From an optimization exercise on the open Yosys and OpenROAD flow, aimed at small area; shortcuts taken in it are not production practice. In this exercise RTL edits were held to simulation tests only and were not proved equivalent to the original. Power figures rest on the tool's default switching activity, not on a simulated workload.

===== flow/flow/run.sh =====
#!/bin/bash
# Own layout flow: the standard flow, except that
#  * synthesis (flat) maps the logic with an area-oriented ABC
#    script (abc_area.script: deepsyn, then area-recovering mapping; no
#    delay-driven buffering or upsizing), once per deepsyn seed, and keeps the
#    smallest mapping (abc_pick.tcl); it skips the full-adder extraction. Everything up to the
#    flip-flop mapping is ORFS's synth.tcl as the standard synthesis runs it, so
#    the registers keep their names and cells;
#  * the port buffers are buf_1 cells; CTS builds the tree from clkbuf_4 cells
#    (clkbuf_8 root) in clusters of up to 8 sinks and inserts no dummy loads.
# Each tool's full output goes to a log file in the work folder.
set -euo pipefail
W=$PWD
F=$W/flow
SEEDS="1 2 3 4 5 6 7 8"

for s in $SEEDS; do
  sed -e "s#@SEED@#$s#" "$F/abc_area.script" > "$W/abc_area_$s.script"
done
{ echo "set own_work {$W}"; echo "set own_seeds {$SEEDS}"; cat "$F/abc_pick.tcl"; } > "$W/abc_pick_own.tcl"

# ORFS's synth.tcl with the ABC call replaced.
sed -e "s#log_cmd abc {\*}\$abc_args#source $W/abc_pick_own.tcl#" \
    "$FLOW_HOME/scripts/synth.tcl" > "$W/synth_own.tcl"
grep -q "source $W/abc_pick_own.tcl" "$W/synth_own.tcl"
# The standard flow's synthesis wrapper, sourcing that copy.
sed -e "s#source \$::env(SCRIPTS_DIR)/synth.tcl#source $W/synth_own.tcl#" \
    "$W/synth_recipe.tcl" > "$W/synth_recipe_own.tcl"
grep -q "source $W/synth_own.tcl" "$W/synth_recipe_own.tcl"
# standard.sh with that synthesis script.
sed -e "s#SYNTH_SCRIPT=[^ ]*#SYNTH_SCRIPT=$W/synth_recipe_own.tcl#" "$W/standard.sh" > "$W/standard_own.sh"
grep -q "synth_recipe_own.tcl" "$W/standard_own.sh"

EXTRA=(ADDER_MAP_FILE=
       "BUFFER_PORTS_ARGS=-buffer_cell sky130_fd_sc_hd__buf_1"
       "CTS_ARGS=-sink_clustering_enable -repair_clock_nets -dont_use_dummy_load -buf_list sky130_fd_sc_hd__clkbuf_4 -root_buf sky130_fd_sc_hd__clkbuf_8 -sink_clustering_size 8 -sink_clustering_max_diameter 40")

bash "$W/standard_own.sh" "${EXTRA[@]}" synth > "$W/synth.log" 2>&1
bash "$W/standard.sh" "${EXTRA[@]}" finish > "$W/layout.log" 2>&1

===== flow/config.mk =====
export PLATFORM = sky130hd
export DESIGN_NAME = crcfr
export DESIGN_NICKNAME = crcfr
export VERILOG_FILES = /design/flow/design.v
export SDC_FILE = /design/flow/constraint.sdc
export NUM_CORES = 4
export LEC_CHECK = 0
export CAP_MARGIN = 5
export CORE_MARGIN = 2
export CORE_UTILIZATION = 55
export SLEW_MARGIN = 5

===== flow/flow/abc_pick.tcl =====
# Maps the logic once per deepsyn seed and keeps the smallest mapping.
# Sourced by synth_own.tcl in place of ORFS's single abc call.
design -save own_pre_abc
set own_best_area 1e18
foreach own_seed $own_seeds {
  design -load own_pre_abc
  set own_script $own_work/abc_area_$own_seed.script
  log_cmd abc -script $own_script {*}$lib_args {*}$lib_dont_use_args
  tee -q -o $own_work/abc_stat_$own_seed.txt stat {*}$lib_args
  set own_fh [open $own_work/abc_stat_$own_seed.txt]
  set own_txt [read $own_fh]
  close $own_fh
  if { ![regexp {Chip area for top module '[^']*': ([0-9.]+)} $own_txt -> own_area] &&
       ![regexp {Chip area for module '[^']*': ([0-9.]+)} $own_txt -> own_area] } {
    error "no area for seed $own_seed"
  }
  puts "OWN abc seed $own_seed: area $own_area"
  if { $own_area < $own_best_area } {
    set own_best_area $own_area
    set own_best_seed $own_seed
    design -save own_best_abc
  }
}
design -load own_best_abc
puts "OWN abc picked seed $own_best_seed: area $own_best_area"

===== flow/design.v =====
module crcfr (
    input  wire        clk,
    input  wire        rst_n,     
    input  wire        sel,       
    input  wire        we,        
    input  wire [1:0]  size,      
    input  wire [5:0]  addr,      
    input  wire [31:0] wdata,
    output reg  [31:0] rdata,
    output wire        buserr,
    output wire        irq
);
    localparam [2:0] ST_IDLE = 3'd0, ST_RAW = 3'd1, ST_ENC = 3'd2, ST_DEC = 3'd3,
                     ST_SIGGEN = 3'd4, ST_SIGCHK = 3'd5;
    localparam [2:0] PH_NONE = 3'd0, PH_LEN = 3'd1, PH_TAG = 3'd2, PH_PAYLOAD = 3'd3,
                     PH_CRC = 3'd4, PH_SIG = 3'd5, PH_END = 3'd6;
    function [31:0] crc_byte;
        input [31:0] c;
        input [7:0]  b;
        integer k;
        reg [31:0] v;
        begin
            v = c ^ {24'd0, b};
            for (k = 0; k < 8; k = k + 1)
                v = v[0] ? ((v >> 1) ^ 32'hEDB88320) : (v >> 1);
            crc_byte = v;
        end
    endfunction
    function is_letter;
        input [7:0] b;
        begin
            is_letter = ~b[7] & b[6] & (|b[4:0]) & ~(b[4] & b[3] & (b[2] | (b[1] & b[0])));
        end
    endfunction
    function [7:0] sig_byte;
        input [2:0] i;
        begin
            case (i)
                3'd0: sig_byte = 8'h89;
                3'd1: sig_byte = 8'h50;
                3'd2: sig_byte = 8'h4E;
                3'd3: sig_byte = 8'h47;
                3'd4: sig_byte = 8'h0D;
                3'd5: sig_byte = 8'h0A;
                3'd6: sig_byte = 8'h1A;
                default: sig_byte = 8'h0A;
            endcase
        end
    endfunction
    reg [2:0]  st;
    reg [2:0]  phase;
    reg [2:0]  idx;
    reg [3:0]  err;
    reg        done;
    reg        outv;
    reg [7:0]  outbuf;
    reg        pass;
    reg        cok;         
    reg [1:0]  ei_src;
    reg [31:0] crc;
    reg [31:0] len;
    reg [31:0] tag;
    reg [31:0] avail;
    reg [31:0] pcount;
    reg [31:0] stored;
    reg [1:0]  inten;
    reg [1:0]  intstat;
    wire legal_acc = (size == 2'd2) && (addr[1:0] == 2'b00);
    assign buserr = sel && !legal_acc;
    wire wr = sel && legal_acc && we;
    wire rd = sel && legal_acc && !we;
    wire [3:0] ra = addr[5:2];
    wire w_cmd     = wr && ra == 4'd1;
    wire w_crc     = wr && ra == 4'd4;
    wire w_len     = wr && ra == 4'd6;
    wire w_tag     = wr && ra == 4'd7;
    wire w_avail   = wr && ra == 4'd8;
    wire w_cfg     = w_crc | w_len | w_tag | w_avail;
    wire w_din     = wr && ra == 4'd12;
    wire w_inten   = wr && ra == 4'd14;
    wire w_intstat = wr && ra == 4'd15;
    wire r_dout    = rd && ra == 4'd13;
    wire [7:0] din = wdata[7:0];
    wire eflag = |err;
    wire e_idle = st == ST_IDLE;
    wire e_raw  = st == ST_RAW;
    wire e_enc  = st == ST_ENC;
    wire e_dec  = st == ST_DEC;
    wire e_sgen = st == ST_SIGGEN;
    wire e_schk = st == ST_SIGCHK;
    wire s_idle = !eflag && e_idle;
    wire p_none = phase == PH_NONE;
    wire p_len  = phase == PH_LEN;
    wire p_tag  = phase == PH_TAG;
    wire p_pay  = phase == PH_PAYLOAD;
    wire p_crc  = phase == PH_CRC;
    wire p_sig  = phase == PH_SIG;
    wire p_end  = phase == PH_END;
    wire idx3 = idx[1] & idx[0];
    wire idx7 = idx3 & idx[2];
    wire [3:0] op = wdata[3:0];
    wire cmd_legal = (wdata[31:9] == 23'd0) && (wdata[7:4] == 4'd0) &&
                     (op <= 4'd8) && (!wdata[8] || op == 4'd6);
    wire c_ok    = w_cmd && cmd_legal;
    wire c_act   = c_ok && !eflag;
    wire c_soft  = c_ok && op == 4'd1;
    wire c_abort = c_ok && op == 4'd2;
    wire c_raw   = c_act && (op == 4'd3 || op == 4'd4);
    wire c_enc   = c_act && op == 4'd5;
    wire c_dec   = c_act && op == 4'd6;
    wire c_sgen  = c_act && op == 4'd7;
    wire c_schk  = c_act && op == 4'd8;
    wire c_illegal = w_cmd && !eflag && !cmd_legal;
    wire c_raw_go  = c_raw && (e_idle || e_raw);
    wire c_init_go = c_raw_go && op == 4'd3;
    wire c_enc_go  = c_enc && e_idle;
    wire c_dec_go  = c_dec && e_idle;
    wire c_sgen_go = c_sgen && e_idle;
    wire c_schk_go = c_schk && e_idle;
    wire c_start   = c_raw_go | c_enc_go | c_dec_go | c_sgen_go | c_schk_go;
    wire c_notallowed = (c_raw && !(e_idle || e_raw)) ||
                        ((c_enc || c_dec || c_sgen || c_schk) && !e_idle);
    wire [3:0] letter;
    wire din_let;
    crcfr_letter u_let0 (.b(tag[31:24]), .y(letter[0]));
    crcfr_letter u_let1 (.b(tag[23:16]), .y(letter[1]));
    crcfr_letter u_let2 (.b(tag[15:8]),  .y(letter[2]));
    crcfr_letter u_let3 (.b(tag[7:0]),   .y(letter[3]));
    crcfr_letter u_letd (.b(din),        .y(din_let));
    wire all_let  = &letter;
    wire ntag_let = letter[1] & letter[2] & letter[3] & din_let;
    wire len_nz = |len;
    wire wsel_len = p_len | (p_none & w_cmd & ~wdata[1]);
    wire wsel_tag = p_tag & ~w_din;
    wire wsel_crc = p_crc;
    wire wsel_sig = p_sig | (p_none & w_cmd & wdata[1]);
    wire [3:0] ioh = {idx3, idx[1] & ~idx[0], ~idx[1] & idx[0], ~idx[1] & ~idx[0]};
    wire [7:0] sigb = sig_byte(idx);
    reg [7:0] mbyte;
    integer k;
    always @(*) begin
        mbyte = {8{wsel_sig}} & sigb;
        for (k = 0; k < 4; k = k + 1) begin
            mbyte = mbyte | ({8{wsel_len & ioh[k]}} & len[31 - 8 * k -: 8])
                          | ({8{wsel_tag & ioh[k]}} & tag[31 - 8 * k -: 8])
                          | ({8{wsel_crc & ioh[k]}} & ~crc[31 - 8 * k -: 8]);
        end
    end
    wire [7:0] nbyte = ({8{w_din}} & din) | mbyte;
    wire match = din == mbyte;
    wire pc_inc;
    wire av_dec;
    wire [32:0] pc_c;
    wire [32:0] av_b;
    wire [31:0] pc_s;      
    wire [31:0] av_s;      
    assign pc_c[0] = pc_inc;
    assign av_b[0] = av_dec;
    genvar gi;
    generate
        for (gi = 0; gi < 32; gi = gi + 1) begin : g_cnt
            assign pc_s[gi]    = pcount[gi] ^ pc_c[gi];
            assign pc_c[gi+1]  = pcount[gi] & pc_c[gi];
            assign av_s[gi]    = avail[gi] ^ av_b[gi];
            assign av_b[gi+1]  = ~avail[gi] & av_b[gi];
        end
    endgenerate
    wire pcnt_eq = pc_s == len;
    wire [31:0] nl = {len[23:0], din};
    wire [29:0] x8_c;
    wire [32:0] x8;        
    assign x8_c[0] = 1'b1;
    assign x8[2:0] = nl[2:0];
    generate
        for (gi = 0; gi < 29; gi = gi + 1) begin : g_x8
            assign x8[gi+3]     = nl[gi+3] ^ x8_c[gi];
            assign x8_c[gi+1]   = nl[gi+3] & x8_c[gi];
        end
    endgenerate
    assign x8[32] = x8_c[29];
    wire [32:0] ge;        
    assign ge[0] = 1'b1;
    generate
        for (gi = 0; gi < 32; gi = gi + 1) begin : g_ge
            assign ge[gi+1] = (x8[gi] & ~avail[gi]) | (x8[gi] & ge[gi]) | (~avail[gi] & ge[gi]);
        end
    endgenerate
    wire trunc_len = x8[32] | ge[32];
    wire din_ok    = w_din && !eflag;
    wire d_raw     = din_ok && e_raw;
    wire d_enc_pay = din_ok && e_enc && p_pay && !outv;
    wire d_dec     = din_ok && e_dec;
    wire d_dec_len = d_dec && p_len;
    wire d_dec_tag = d_dec && p_tag;
    wire d_dec_pay = d_dec && p_pay && !(pass && outv);
    wire d_dec_crc = d_dec && p_crc;
    wire d_schk    = din_ok && e_schk;
    wire d_unexp   = din_ok && (e_idle || e_sgen || (e_enc && !p_pay));
    wire d_overrun = din_ok && p_pay && outv && (e_enc || (e_dec && pass));
    wire d_pay     = d_enc_pay | d_dec_pay;
    assign pc_inc = d_raw | d_pay;
    assign av_dec = d_dec_len | d_dec_tag | d_dec_pay | d_dec_crc | d_schk;
    wire crc_good = cok & match;
    wire e_trunc_d = d_dec_len && idx3 && trunc_len;
    wire e_tag_d   = d_dec_tag && idx3 && !ntag_let;
    wire e_crc_d   = d_dec_crc && idx3 && !crc_good;
    wire e_sig_d   = d_schk && !match;
    wire cmpl_dec  = d_dec_crc && idx3 && crc_good;
    wire cmpl_sig  = d_schk && idx7 && match;
    wire consume    = r_dout && outv;      
    wire cmpl_dout  = consume && (e_enc || e_sgen) && p_end;
    wire rf_dout    = consume && (e_enc || e_sgen) && !p_end && !p_pay;
    wire rf_tag     = consume && e_enc && p_tag;
    wire refill     = rf_dout | (c_enc_go && all_let) | c_sgen_go;
    wire rf_last    = idx3 && (idx[2] || !p_sig);
    wire e_cmd_tag = c_enc_go && !all_let;
    wire e_cmd_dec = c_dec_go && (avail[31:4] == 28'd0) && !(avail[3] && avail[2]);
    wire e_cmd_sig = c_schk_go && (avail[31:3] == 29'd0);
    wire e_cfg     = w_cfg && !eflag && !e_idle;
    wire raise = c_illegal | c_notallowed | e_cmd_tag | e_cmd_dec | e_cmd_sig | e_cfg |
                 d_unexp | d_overrun | e_trunc_d | e_tag_d | e_crc_d | e_sig_d;
    wire [3:0] raise_code;
    assign raise_code[0] = e_tag_d | e_cmd_tag | e_crc_d | c_illegal | d_unexp | e_cfg;
    assign raise_code[1] = e_trunc_d | e_cmd_dec | e_crc_d | c_notallowed | d_unexp;
    assign raise_code[2] = e_sig_d | e_cmd_sig | c_illegal | c_notallowed | d_unexp;
    assign raise_code[3] = d_overrun | e_cfg;
    wire [1:0] raise_src = {ra[3] ^ ra[2], ra[3] & ra[2]};
    wire complete = cmpl_dec | cmpl_sig | cmpl_dout;
    wire [2:0] idx_p1 = idx + 3'd1;
    reg [2:0] n_st, n_phase, n_idx;
    always @(*) begin
        n_st = st; n_phase = phase; n_idx = idx;
        if (c_abort | complete) begin
            n_st = ST_IDLE; n_phase = PH_NONE; n_idx = 3'd0;
        end else if (c_start) begin
            n_idx = refill ? 3'd1 : 3'd0;
            if (c_raw_go)  begin n_st = ST_RAW;    n_phase = PH_NONE; end
            if (c_enc_go)  begin n_st = ST_ENC;    n_phase = PH_LEN;  end
            if (c_dec_go)  begin n_st = ST_DEC;    n_phase = PH_LEN;  end
            if (c_sgen_go) begin n_st = ST_SIGGEN; n_phase = PH_SIG;  end
            if (c_schk_go) begin n_st = ST_SIGCHK; n_phase = PH_SIG;  end
        end else if (rf_dout) begin
            if (rf_last) begin
                n_idx = 3'd0;
                if (p_len) n_phase = PH_TAG;
                if (p_tag) n_phase = len_nz ? PH_PAYLOAD : PH_CRC;
                if (p_crc || p_sig) n_phase = PH_END;
            end else begin
                n_idx = idx_p1;
            end
        end else if (d_pay) begin
            if (pcnt_eq) begin n_phase = PH_CRC; n_idx = 3'd0; end
        end else if (d_dec_len | d_dec_tag | d_dec_crc) begin
            if (!idx3) begin
                n_idx = idx_p1;
            end else if (d_dec_len && !trunc_len) begin
                n_phase = PH_TAG; n_idx = 3'd0;
            end else if (d_dec_tag && ntag_let) begin
                n_phase = len_nz ? PH_PAYLOAD : PH_CRC; n_idx = 3'd0;
            end
        end else if (d_schk && match) begin
            n_idx = idx_p1;
        end
    end
    wire srst    = !rst_n || c_soft;
    wire crc_set = c_init_go | c_enc_go | c_dec_go;
    wire crc_upd = d_raw | d_pay | d_dec_tag | rf_tag;
    wire dec_clr = srst | c_dec_go;
    wire pc_clr  = srst | c_init_go | c_enc_go | c_dec_go;
    wire [31:0] crc_nx = crc_byte(crc, nbyte);
    always @(posedge clk) begin
        if (srst) begin
            st      <= ST_IDLE;
            phase   <= PH_NONE;
            idx     <= 3'd0;
            err     <= 4'd0;
            done    <= 1'b0;
            outv    <= 1'b0;
            pass    <= 1'b0;
            inten   <= 2'd0;
            intstat <= 2'd0;
        end else begin
            st    <= n_st;
            phase <= n_phase;
            idx   <= n_idx;
            if (raise) err <= raise_code;
            else if (c_abort) err <= 4'd0;
            done <= complete | (done & ~(raise | c_start | c_abort));
            outv <= refill | d_enc_pay | (d_dec_pay & pass) |
                    (outv & ~(raise | c_start | c_abort | consume));
            if (c_start) pass <= c_dec_go & ~wdata[8];
            if (w_inten) inten <= wdata[1:0];
            intstat <= (intstat & ~(w_intstat ? wdata[1:0] : 2'b00)) | {raise, complete};
        end
    end
    always @(posedge clk) begin
        if (srst | crc_set)            crc <= 32'hFFFFFFFF;
        else if (w_crc && s_idle)      crc <= wdata;
        else if (crc_upd)              crc <= crc_nx;
    end
    always @(posedge clk) begin
        if (dec_clr)                   len <= 32'd0;
        else if (w_len && s_idle)      len <= wdata;
        else if (d_dec_len)            len <= nl;
    end
    always @(posedge clk) begin
        if (dec_clr)                   tag <= 32'd0;
        else if (w_tag && s_idle)      tag <= wdata;
        else if (d_dec_tag)            tag <= {tag[23:0], din};
    end
    always @(posedge clk) begin
        if (dec_clr)                   stored <= 32'd0;
        else if (d_dec_crc)            stored <= {stored[23:0], din};
    end
    always @(posedge clk) begin
        if (srst)                      avail <= 32'd0;
        else if (w_avail && s_idle)    avail <= wdata;
        else                           avail <= av_s;
    end
    always @(posedge clk) begin
        if (pc_clr)                    pcount <= 32'd0;
        else                           pcount <= pc_s;
    end
    always @(posedge clk) begin
        if (raise) ei_src <= raise_src;
        if (refill | d_pay) outbuf <= nbyte;
        if (d_dec_crc) cok <= match & (cok | ~(idx[1] | idx[0]));
    end
    assign irq = |(intstat & inten);
    wire [15:0] rs;
    generate
        for (gi = 0; gi < 16; gi = gi + 1) begin : g_rs
            assign rs[gi] = ra == gi;
        end
    endgenerate
    wire live   = rs[2] & ~eflag;            
    wire errst  = rs[2] & eflag;             
    wire einfo  = rs[3] & eflag;             
    wire pos    = live | einfo;              
    wire [31:0] tagflags = {22'd0, all_let & ~tag[13], tag[5], ~tag[13], ~tag[21], ~tag[29],
                            all_let, letter};
    always @(*) begin
        rdata = ({32{rs[0]}} & 32'h43524331)
              | ({32{rs[4]}} & crc)
              | ({32{rs[5]}} & ~crc)
              | ({32{rs[6]}} & len)
              | ({32{rs[7]}} & tag)
              | ({32{rs[8]}} & avail)
              | ({32{rs[9]}} & pcount)
              | ({32{rs[10]}} & stored)
              | ({32{rs[11]}} & tagflags)
              | ({32{rs[13]}} & {23'd0, outv, {8{outv}} & outbuf})
              | ({32{rs[14]}} & {30'd0, inten})
              | ({32{rs[15]}} & {30'd0, intstat})
              | ({32{rs[2]}} & {12'd0, irq, pass, outv, done, err, 12'd0})
              | ({32{errst}} & 32'h0000000F)
              | ({32{pos}} & {21'd0, idx, 1'b0, phase, 1'b0, st})
              | ({32{einfo}} & {18'd0, ei_src, 12'd0});
    end
endmodule
module crcfr_letter (
    input  wire [7:0] b,
    output wire       y
);
    assign y = ~b[7] & b[6] & (|b[4:0]) & ~(b[4] & b[3] & (b[2] | (b[1] & b[0])));
endmodule

===== flow/standard.sh =====
#!/bin/bash
# synth_recipe.tcl (not shown) runs the flow's synth.tcl, then flattens the netlist and writes it again
# the make line also repeats each setting of config.mk as NAME=value (left out here)
make -C /OpenROAD-flow-scripts/flow DESIGN_CONFIG=/design/flow/config.mk WORK_HOME=/design/flow/orfs CLKGATE_MAP_FILE= SYNTH_SCRIPT=/design/flow/synth_recipe.tcl "${@:-finish}"

===== flow/constraint.sdc =====
create_clock -name core_clock -period 12.0 [get_ports {clk}]
set_input_delay 2.4000 -clock core_clock [delete_from_list [all_inputs] [get_ports {clk}]]
set_output_delay 2.4000 -clock core_clock [all_outputs]
set_load 0.01 [all_outputs]

===== flow/flow/abc_area.script =====
strash
&get -n
&st
&deepsyn -T 15 -S @SEED@
&dch
&nf -p -R 1000
&put
topo

==> results_dict.tcl <==
set metrics [dict create \
    cts_sinks 223 \
    wire_per_inst_um 28.87 \
    p_seq_frac 0.578 \
    min-delay-start "intstat[0]$_SDFF_PP0_" \
    ctsLongestPathBuffers 3 \
    p_switching_uw 354.3 \
    worst_path_largest_cell_delay_ns 0.74 \
    hold_viol_final 0 \
    timing.final.ws_setup_ns 1.114 \
    timing.final.crit_share 0.9072 \
    ios 78 \
    synth.area.top_cells "dfxtp_1, nand2_1, xnor2_1" \
    slowest_stage "nor4_1" \
    finClkSkew_ns 0.08183 \
    ys_seq_elements 223 \
    synth.distinct_cells 53 \
    post-place-ws_ns 0.8996 \
    globalRoute.totalOverflow 0 \
    outcome "timing/DRC/antenna clean" \
    synth_top_family_by_area "compound AO/OA/AOI/OAI gates" \
    final_layout_size_suffix_gt1_frac 0.05729 \
    core_um2 22780 \
    timing.rr.end "phase[1]$_SDFFE_PP0P_" \
    synth_commonest_cells "dfxtp_1, nand2_1, nor2_1" \
    synth_top_area_frac 0.3313 \
    p_int_uw 936.5 \
    yosys_warnings 1 \
    dp_hpwl_um 43170 \
    rsz0062_at_grt "no" \
    synth_most_common_cell "dfxtp_1" \
    synth-compound-area-share 0.2969 \
    syn_inst 1567 \
    worst_pin_slew_ns 1.358 \
    yosys-mux-area-fraction 0 \
    comb_power_share 0.073 \
    hold_buffers 0 \
    dieArea_um2 24530 \
    maxSlewViolCount 0 \
    die_w_um 156.6 \
    ctsResizeCount 0 \
    rows 55 \
    p_clk_frac 0.349 \
    synth_fp_nets 1611 \
    synth_edf_count 11 \
    drtAntennaViolNets 0 \
    swShare 0.2745 \
    dieHeight_um 156.6 \
    drt_iter0_drc 2869 \
    grt_pass1_wl_um 86320 \
    gp_congestion 1.048 \
    layout-area-overhead-vs-synth_pct 11.01 \
    cts-htree-levels 2 \
    synth_simple_gate_area_frac 0.2283 \
    r2r_slack_ns 3.26 \
    cts_tree "done" \
    drv_cap 0 \
    ir_drop_v 0.00006512 \
    end_kind "register" \
    clk_pin_slew_worst_paths_ns 0.08 \
    finalSetupViolations 0 \
    async_flop_share 0 \
    cp_max_fo 10 \
    drt_wl_total_um 58950 \
    fmax_mhz 91.86 \
    synthAdderAreaFrac 0 \
    syn_area_um2 12810 \
    synth.largest_area_cell "dfxtp_1" \
    antenna_found_initial 2 \
    tns_ns 0 \
    ys.flop_type "dfxtp_1" \
    seq_area_frac_synth 0.3570 \
    drc_errors 0 \
    yosys.area_share.xor_xnor 0.1066 \
    via_per_inst 7.347 \
    leakage_nw 4.908 \
    ff2ff_path_depth 31 \
    min_period_ns 10.89 \
    cts_buffers 39 \
    start_util 0.5625 \
    grt_util_all_layers 0.4730 \
    hp-class "reg2reg" \
    grt_max_degree 36 \
    p_per_area_nw_per_um2 90.76 \
    first_global_vias 13540 \
    min_to "intstat[0]$_SDFF_PP0_" \
    crit_required_ns 12.43 \
    io_buffers 77 \
    syn_area_per_cell_um2 8.176 \
    maxSlewHeadroom 0.09228 \
    critical_path_class "in2reg" \
    cts_setup_buffers 0 \
    vias 15000 \
    start_kind "primary input" \
    r2r-start "err[3]$_SDFFE_PP0P_" \
    root_buffer "clkbuf_8" \
    nets 1774 \
    firstDrtPassIters 9 \
    critical_path_arrival_ns 11.31 \
    clock_latency_ns 0.57 \
    hold_path_depth 2 \
]
[cells by family after synthesis]
| group | count (synthesis) |
|---|---|
| xor gates and xnor gates | 156 |
| DFF | 223 |
| and+or+nand+nor | 617 |
| buffers and inverters | 38 |
| AOI/OAI and AO/OA | 533 |
[power groups by stage]
stage               clock [mW]  sequential [mW]  combinational (mW)
floorplan                    0            0.763              0.0341
global placement             0            0.763              0.0882
global route             0.473            0.746              0.0958
detailed placement           0            0.763              0.0885
CTS                      0.445            0.746              0.0887
finish                   0.450            0.746              0.0944
[critical path, delay by kind of cell]
| family | cells | cell delay (ns) |
|---|---|---|
| XOR/XNOR | 2 | 0.39 |
| AND/OR/NAND/NOR | 32 | 7.97 |
| AO/OA/AOI/OAI | 1 | 0.24 |
| buffers and inverters | 2 | 0.28 |
[metrics by stage]
step / instance area (µm²) / hold slack, ns / power [mW] / cells / util
CTS: 14220 / 0.4949 / 1.279 / 2041 / 0.6243
floorplan: 12810 / 0.4401 / 0.7968 / 1567 / -
detailed placement: 13900 / 0.4710 / 0.8517 / 2002 / 0.6101
global placement: 13900 / 0.4690 / 0.8514 / 2002 / 0.6101
global route: 14220 / 0.5137 / 1.314 / 2042 / 0.6244
finish: 14220 / 0.4978 / 1.291 / 2042 / 0.6244
[sequential cells by signal, indices dropped and copies added (netlist names), 2 cells and up]
register,cells
ei_src,2
crc,32
len,32
outbuf,8
avail,32
err,4
phase,3
st,3
inten,2
tag,32
pcount,32
intstat,2
stored,32
idx,3
[metal layers]
layer,up-vias,part of all wire,global-route usage
li1,6390,-,-
met1,7011,0.37,0.6436
met2,1364,0.40,0.6738
met3,238,0.17,0.1504
met4,0,0.058,0.2333
met5,-,0,0
[layout by cell type, fill, tap and decap left out, types with 6 or more instances in the layout]
cell type,n
a211oi_1,9
a21o_1,26
a21oi_1,83
a221oi_1,57
a222oi_1,49
a22o_1,55
a22oi_1,73
and2_0,9
and3_1,6
buf_1,77
buf_4,45
clkbuf_4,34
clkinv_1,38
dfxtp_1,212
edfxtp_1,11
nand2_1,209
nand2b_1,26
nand3_1,67
nand3b_1,6
nand4_1,24
nor2_1,124
nor2_2,7
nor2b_1,27
nor3_1,33
nor4_1,33
nor4b_1,6
o211ai_1,6
o21ai_0,99
o22ai_1,34
or3_1,14
or4_1,6
xnor2_1,89
xor2_1,67
[worst max-delay path by stage]
stage | endpoint | from | slack (ns) | depth (start not counted)
4_1_cts | phase[1]$_SDFFE_PP0P_ | size[0] | 1.40 | 37
5_1_grt | phase[0]$_SDFFE_PP0P_ | size[0] | 0.37 | 38
3_5_place_dp | phase[1]$_SDFFE_PP0P_ | size[0] | 0.90 | 37
2_1_floorplan | phase[1]$_SDFFE_PP0P_ | size[0] | 2.30 | 35
6_report | phase[1]$_SDFFE_PP0P_ | size[0] | 1.11 | 37
3_3_place_gp | phase[1]$_SDFFE_PP0P_ | size[0] | 1.26 | 37
[final cells by class]
| class | count | area [µm²] |
|---|---|---|
| fill | 2121 | 8556 |
| multi-input combinational | 1306 | 8160 |
| sequential | 223 | 4574 |
| timing repair buffer | 122 | 626.9 |
| tap | 313 | 391.6 |
| clock buffer | 39 | 324.1 |
| inverter | 38 | 142.6 |
| antenna | 1 | 2.502 |

-- static timing again, ports no longer ideal --
In the flow no input, the clock included, has a driving cell. The finished layout below was timed again as built, in two steps.
Step 1 (the two cells are an assumption about what drives the block):
set clk [get_ports {clk}]
set_driving_cell -lib_cell sky130_fd_sc_hd__clkbuf_16 $clk
set_driving_cell -lib_cell sky130_fd_sc_hd__buf_2 [delete_from_list [all_inputs] $clk]
Step 2 moves the port delays by t, midway between the first and last clock arrival at a register: inputs arrive t later, outputs are due t later. That takes back most of the time a late clock gives input paths.
Three values: ideal, step 1, step 2; two values: the first two.
shift t [ns]: 0.577
slack for setup (ns): 1.114 / 1.137 / 0.560
clock arrival spread, ns: 0.082 / 0.081
worst slew at a driven data input, ns: 0.03
After both steps this run still meets setup and hold. The setup slack of this run moves by +0.023 ns with the drivers and by -0.554 ns with both steps.
